From an optimization exercise on the open Yosys and OpenROAD flow, aimed at small area, a short achievable clock period and few clock cycles; shortcuts taken in it are not production practice. Only simulation tests tie the RTL to the original design; equivalence was not proved.

==> run E: inputs <==
## mav_encoder
module mav_encoder (
    input  wire        clk,
    input  wire        rst,         
    input  wire        cmd_valid,
    output wire        cmd_ready,
    input  wire [79:0] cmd_data,
    output reg         rsp_valid,
    output reg  [31:0] rsp_data,
    output reg         out_valid,
    output reg  [7:0]  out_data,
    output reg         out_last
);
export LEC_CHECK = 0
export CAP_MARGIN = 40
export CORE_MARGIN = 2
export CORE_UTILIZATION = 35
export PLACE_DENSITY = 0.55
export SETUP_SLACK_MARGIN = 4.8
export SLEW_MARGIN = 40
create_clock -name core_clock -period 8.0 [get_ports {clk}]
run.sh (not shown) runs the stock make flow with config.mk's settings and CLKGATE_MAP_FILE= SYNTH_SCRIPT=/design/flow/synth_recipe.tcl, a recipe that flattens the netlist after the stock synthesis.
==> run B: changes against run E <==
--- a/flow/design.v
+++ b/flow/design.v
@@ -65,59 +65,55 @@
     reg        mode;            
     reg [8:0]  plen;            
     reg [15:0] crc;
     reg [2047:0] pbuf;
     reg [7:0]  wbase;           
     reg [7:0]  wptr;            
     reg        v_r;
     reg [79:0] c_r;
-    reg        ready_r;
-    reg        is_field;        
-    reg        is_end;
-    reg        is_wait;         
-    assign cmd_ready = ready_r;
-    wire [3:0] op_in    = cmd_data[79:76];
-    wire       field_in = (op_in == OP_FIELD) && ~|cmd_data[69:65];
-    wire       end_in   = (op_in == OP_END);
-    wire       wait_in  = (op_in == OP_INIT) || (op_in == OP_CRCINIT) ||
-                          (op_in == OP_CRCBYTE) || (op_in == OP_RDREG);
+    wire       stall;
+    assign cmd_ready = ~(v_r & stall);
     always @(posedge clk) begin
         if (rst)
             v_r <= 1'b0;
-        else if (ready_r)
+        else if (cmd_ready)
             v_r <= cmd_valid;
     end
     always @(posedge clk) begin
-        if (ready_r) begin
-            c_r      <= cmd_data;
-            is_field <= field_in;
-            is_end   <= end_in;
-            is_wait  <= wait_in;
-        end
+        if (cmd_ready)
+            c_r <= cmd_data;
     end
     reg        em_busy;
     reg [1:0]  em_st;
     reg [3:0]  hcnt;            
     reg [7:0]  rd_ptr;          
     reg [7:0]  unread;          
     reg [7:0]  pdata;           
-    reg        unr0_d;          
     reg        absorb;          
     reg [7:0]  f_len;           
     reg [7:0]  f_seq;
     reg [23:0] f_msgid;
+    reg        space_ok;        
     wire [3:0]  op      = c_r[79:76];
     wire [3:0]  f_wt    = c_r[75:72];
     wire        f_pres  = c_r[71];
     wire        f_empty = c_r[70];
     wire [64:0] f_val   = c_r[64:0];
     wire [3:0]  r_reg   = c_r[3:0];
-    wire exec     = v_r & ready_r;
-    wire fld_exec = exec & is_field;
+    wire is_init  = (op == OP_INIT);
+    wire is_field = (op == OP_FIELD);
+    wire is_end   = (op == OP_END);
+    wire is_wait  = (op == OP_INIT) || (op == OP_CRCINIT) ||
+                    (op == OP_CRCBYTE) || (op == OP_RDREG);
+    assign stall = (is_end & em_busy & (em_st != M_CH)) |
+                   (is_wait & em_busy) |
+                   (is_field & em_busy & ~space_ok);
+    wire exec     = v_r & ~stall;
+    wire fld_exec = v_r & is_field & (~em_busy | space_ok);
     reg illegal;
     always @(*) begin
         case (op)
             OP_INIT:    illegal = |c_r[75:16];
             OP_BEGIN:   illegal = |c_r[75:26];
             OP_FIELD:   illegal = |c_r[69:65];
             OP_END:     illegal = |c_r[75:0];
             OP_CRCINIT: illegal = |c_r[75:0];
@@ -156,52 +152,39 @@
             {1'b1, 4'd4}: f_in_range = (&f_val[64:31]) || ~|f_val[64:31];
             default:      f_in_range = (&f_val[64:63]) || ~|f_val[64:63];
         endcase
     end
     wire [9:0] plen_sum  = {1'b0, plen} + {6'd0, f_width};
     wire [8:0] plen_add  = (plen_sum > 10'd256) ? 9'd256 : plen_sum[8:0];
     wire [63:0] fbytes = {f_val[63:8], (f_wt == 4'd10 && f_empty) ? 8'h41 : f_val[7:0]};
     wire [2:0]  c0     = wptr[2:0];
-    wire [127:0] rot2  = {fbytes, fbytes} << {c0, 3'b000};
-    wire [63:0] rot    = rot2[127:64];       
+    wire [63:0] rot    = {fbytes, fbytes} >> ((4'd8 - {1'b0, c0}) * 8);
     wire [31:0] rowsel = fld_exec ? (32'd1 << wptr[7:3]) : 32'd0;
-    wire [7:0]  kmask  = {{4{f_width[3]}}, {2{f_width[3] | f_width[2]}},
-                          ~f_width[0], 1'b1};
-    wire [15:0] cmask2 = {kmask, kmask} << c0;
-    wire [7:0]  cmask  = cmask2[15:8];       
+    reg  [7:0]  kmask;
+    integer     k;
+    always @(*)
+        for (k = 0; k < 8; k = k + 1)
+            kmask[k] = (plen + k) <= 9'd255;
+    wire [7:0]  cmask  = {kmask, kmask} >> (4'd8 - {1'b0, c0});
     wire [7:0]  colhi  = cmask & (8'hFF << c0);      
     wire [7:0]  collo  = cmask & ~(8'hFF << c0);     
     genvar gj;
     generate
         for (gj = 0; gj < 256; gj = gj + 1) begin : g_pbuf
             wire en = (rowsel[gj / 8] & colhi[gj % 8]) |
                       (rowsel[(gj / 8 + 31) % 32] & collo[gj % 8]);
             always @(posedge clk) begin
                 if (en)
                     pbuf[gj*8 +: 8] <= rot[(gj % 8)*8 +: 8];
             end
         end
     endgenerate
-    wire [31:0]  rd_row = 32'd1 << rd_ptr[7:3];
-    wire [7:0]   rd_col = 8'd1 << rd_ptr[2:0];
-    reg  [31:0]  rd_part;       
-    reg  [31:0]  rd_q;
-    integer      rb, rj;
-    always @(*) begin
-        rd_part = 32'd0;
-        for (rj = 0; rj < 256; rj = rj + 1)
-            for (rb = 0; rb < 8; rb = rb + 1)
-                rd_part[(rj / 64)*8 + rb] = rd_part[(rj / 64)*8 + rb] |
-                              (rd_row[rj / 8] & rd_col[rj % 8] & pbuf[rj*8 + rb]);
-    end
-    always @(posedge clk) begin
-        rd_q  <= rd_part;
-        pdata <= rd_q[7:0] | rd_q[15:8] | rd_q[23:16] | rd_q[31:24];
-    end
+    always @(posedge clk)
+        pdata <= pbuf[rd_ptr*8 +: 8];
     reg [23:0] rd_value;
     always @(*) begin
         case (r_reg[2:0])
             3'd0: rd_value = {16'd0, lasterr, 1'b0, mode, configured, phase};
             3'd1: rd_value = {20'd0, lasterr};
             3'd2: rd_value = {16'd0, seq};
             3'd3: rd_value = {16'd0, sysid};
             3'd4: rd_value = {16'd0, compid};
@@ -222,34 +205,18 @@
             4'd5:  hdr_byte = sysid;
             4'd6:  hdr_byte = compid;
             4'd7:  hdr_byte = f_msgid[7:0];
             4'd8:  hdr_byte = f_msgid[15:8];
             4'd9:  hdr_byte = f_msgid[23:16];
             default: hdr_byte = 8'h00;
         endcase
     end
-    wire fetch = em_busy & ((em_st == M_HDR && hcnt >= 4'd9) || em_st == M_PAY) &
+    wire fetch = em_busy & ((em_st == M_HDR && hcnt == 4'd10) || em_st == M_PAY) &
                  (unread != 8'd0);
-    wire space_nxt = ({1'b0, unread} + plen) <= 10'd240;    
-    wire busy_nxt  = (em_busy & (em_st != M_CH)) | (exec & is_end);
-    wire ch_nxt    = em_busy & (em_st == M_CL);
-    wire v_nxt     = ready_r ? cmd_valid : v_r;
-    wire field_nxt = ready_r ? field_in : is_field;
-    wire end_nxt   = ready_r ? end_in   : is_end;
-    wire wait_nxt  = ready_r ? wait_in  : is_wait;
-    wire stall_nxt = (end_nxt & busy_nxt & ~ch_nxt) |
-                     (wait_nxt & busy_nxt) |
-                     (field_nxt & busy_nxt & ~space_nxt);
-    always @(posedge clk) begin
-        if (rst)
-            ready_r <= 1'b1;
-        else
-            ready_r <= ~(v_nxt & stall_nxt);
-    end
     always @(posedge clk) begin
         if (rst) begin
             seq        <= 8'd0;
             configured <= 1'b0;
             phase      <= 1'b0;
             lasterr    <= 4'd0;
             msgid      <= 24'd0;
             mode       <= 1'b0;
@@ -257,50 +224,50 @@
             crc        <= 16'hFFFF;
             wbase      <= 8'd0;
             wptr       <= 8'd0;
             em_busy    <= 1'b0;
             em_st      <= M_HDR;
             hcnt       <= 4'd0;
             rd_ptr     <= 8'd0;
             unread     <= 8'd0;
-            unr0_d     <= 1'b1;
             absorb     <= 1'b0;
             f_len      <= 8'd0;
             f_seq      <= 8'd0;
             f_msgid    <= 24'd0;
+            space_ok   <= 1'b1;
             rsp_valid  <= 1'b0;
             rsp_data   <= 32'd0;
             out_valid  <= 1'b0;
             out_data   <= 8'd0;
             out_last   <= 1'b0;
         end else begin
             rsp_valid <= 1'b0;
             out_valid <= 1'b0;
-            unr0_d    <= (unread == 8'd0);
             out_last  <= 1'b0;
+            space_ok  <= ({1'b0, unread} + plen) <= 10'd240;
             if (em_busy) begin
                 crc       <= crc_nxt;
                 out_valid <= 1'b1;
                 if (fetch) begin
                     rd_ptr <= rd_ptr + 8'd1;
                     unread <= unread - 8'd1;
                 end
                 case (em_st)
                 M_HDR: begin
                     out_data <= hdr_byte;
                     absorb   <= (hcnt != 4'd0);
                     hcnt     <= hcnt + 4'd1;
                     if (hcnt == 4'd10)
-                        em_st <= (f_len != 8'd0) ? M_PAY : M_CL;
+                        em_st <= (unread != 8'd0) ? M_PAY : M_CL;
                 end
                 M_PAY: begin
                     out_data <= pdata;
                     absorb   <= 1'b1;
-                    if (unr0_d)
+                    if (unread == 8'd0)
                         em_st <= M_CL;
                 end
                 M_CL: begin
                     out_data <= crc_nxt[7:0];
                     absorb   <= 1'b0;
                     em_st    <= M_CH;
                 end
                 default: begin  
==> flow/config.mk (replaced) <==
export PLATFORM = sky130hd
export DESIGN_NAME = mav_encoder
export DESIGN_NICKNAME = mav_encoder
export VERILOG_FILES = /design/flow/design.v
export SDC_FILE = /design/flow/constraint.sdc
export NUM_CORES = 4
export LEC_CHECK = 0
export CAP_MARGIN = 20
export CORE_MARGIN = 2
export CORE_UTILIZATION = 30
export PLACE_DENSITY = 0.5
export SLEW_MARGIN = 20
==> run C: changes against run E <==
==> flow/config.mk (replaced) <==
export PLATFORM = sky130hd
export DESIGN_NAME = mav_encoder
export DESIGN_NICKNAME = mav_encoder
export VERILOG_FILES = /design/flow/design.v
export SDC_FILE = /design/flow/constraint.sdc
export NUM_CORES = 4
export LEC_CHECK = 0
export CAP_MARGIN = 40
export CORE_MARGIN = 2
export CORE_UTILIZATION = 32
export PLACE_DENSITY = 0.5
export SETUP_SLACK_MARGIN = 4.5
export SLEW_MARGIN = 40
==> flow_summary.json <==
{
  "met1_length_um": 147000,
  "n_sequential_cell": 2343,
  "cp-end-kind": "output pin",
  "place_congestion": 0.922,
  "numCtsBuffers": 246,
  "place_hpwl_um": 228000,
  "cpMaxStageDelayCell": "dfxtp_1",
  "min_from": "rsp_data[12]",
  "rr_startpoint": "c_r[78]",
  "grt_setup_unrepaired": "no",
  "power_frac_seq_pct": 51.9,
  "grt_util_all_layers_pct": 22.3,
  "grtUsageMet1_pct": 30.8,
  "sw_frac_of_total_pct": 21.9,
  "die_h_um": 580,
  "outcome": "finished clean",
  "p_comb_mw": 0.893
}
the above is filed under run B

==> flow_summary.json <==
{
  "outcome": "failed layout checks",
  "failed_checks": "antenna rules",
  "die_h_um": 547,
  "combinationalPowerShare_pct": 4.7,
  "place_hpwl_um": 346000,
  "power_frac_seq_pct": 49.2,
  "p_comb_mw": 1.32,
  "rr_startpoint": "rd_ptr[3]",
  "numCtsBuffers": 273,
  "core_um2": 294000,
  "min_from": "f_msgid[17]",
  "cp-end-kind": "flop",
  "grt_setup_unrepaired": "yes",
  "n_sequential_cell": 2379,
  "wl_met3_um": 84800,
  "place_congestion": 1.08,
  "grtUsageMet1_pct": 44.4,
  "synth.distinct_cells": 85,
  "sw_frac_of_total_pct": 23.7,
  "ant_nets": 1,
  "cpMaxStageDelayCell": "or4_1",
  "path_clk_slew_ns": 0.06
}
the above is filed under run C

==> flow_summary.json <==
{
  "outcome": "finished clean",
  "die_h_um": 523,
  "largest_reg_flops": 2048,
  "n_sequential_cell": 2379,
  "cp-end-kind": "flop",
  "power_frac_seq_pct": 50.4,
  "min_from": "f_msgid[15]",
  "met1_length_um": 181000,
  "place_hpwl_um": 329000,
  "grt_util_all_layers_pct": 37.0,
  "grtUsageMet1_pct": 46.7,
  "numCtsBuffers": 266,
  "hp-class": "flop to flop",
  "place_congestion": 1.08,
  "sw_frac_of_total_pct": 23.5,
  "grt_setup_unrepaired": "yes",
  "cpMaxStageDelayCell": "or4_1",
  "rr_startpoint": "rd_ptr[6]"
}
the above is filed under run E

Testbench counts of run E, summed over its fixed seeds: cycles 8,843.
Testbench counts of run B, summed over its fixed seeds: cycles 8,843.
Testbench counts of run C, summed over its fixed seeds: cycles 8,843.

[re-timing with driven ports]
Ports are ideal in the flow. The routed layouts listed here were re-timed in OpenROAD.
Step 1, drivers: a clkbuf_16 drives clk and a buf_2 each remaining input, both assumed.
Step 2 moves the port delays by t, midway between the first and last clock arrival at a register: inputs arrive t later, outputs are due t later. That takes back most of the time a late clock gives input paths.
Three values: ideal ports, drivers, drivers and shift; two values: the first two.
run	t (ns)	setup WS [ns]	worst hold slack (ns)	latest minus earliest clock arrival (ns)	cell pins on the clock port's net
run E	0.980	4.587 / 4.587 / 4.217	0.453 / 0.453 / 0.453	0.077 / 0.077	1
run B	0.984	2.526 / 2.428 / 2.921	0.454 / 0.454 / 0.454	0.118 / 0.118	1
run C	0.980	4.150 / 4.150 / 4.114	0.454 / 0.454 / 0.454	0.066 / 0.066	1
For run E, which loses most, drivers alone change the setup slack by 0.000 ns; drivers and shift together by -0.370 ns.
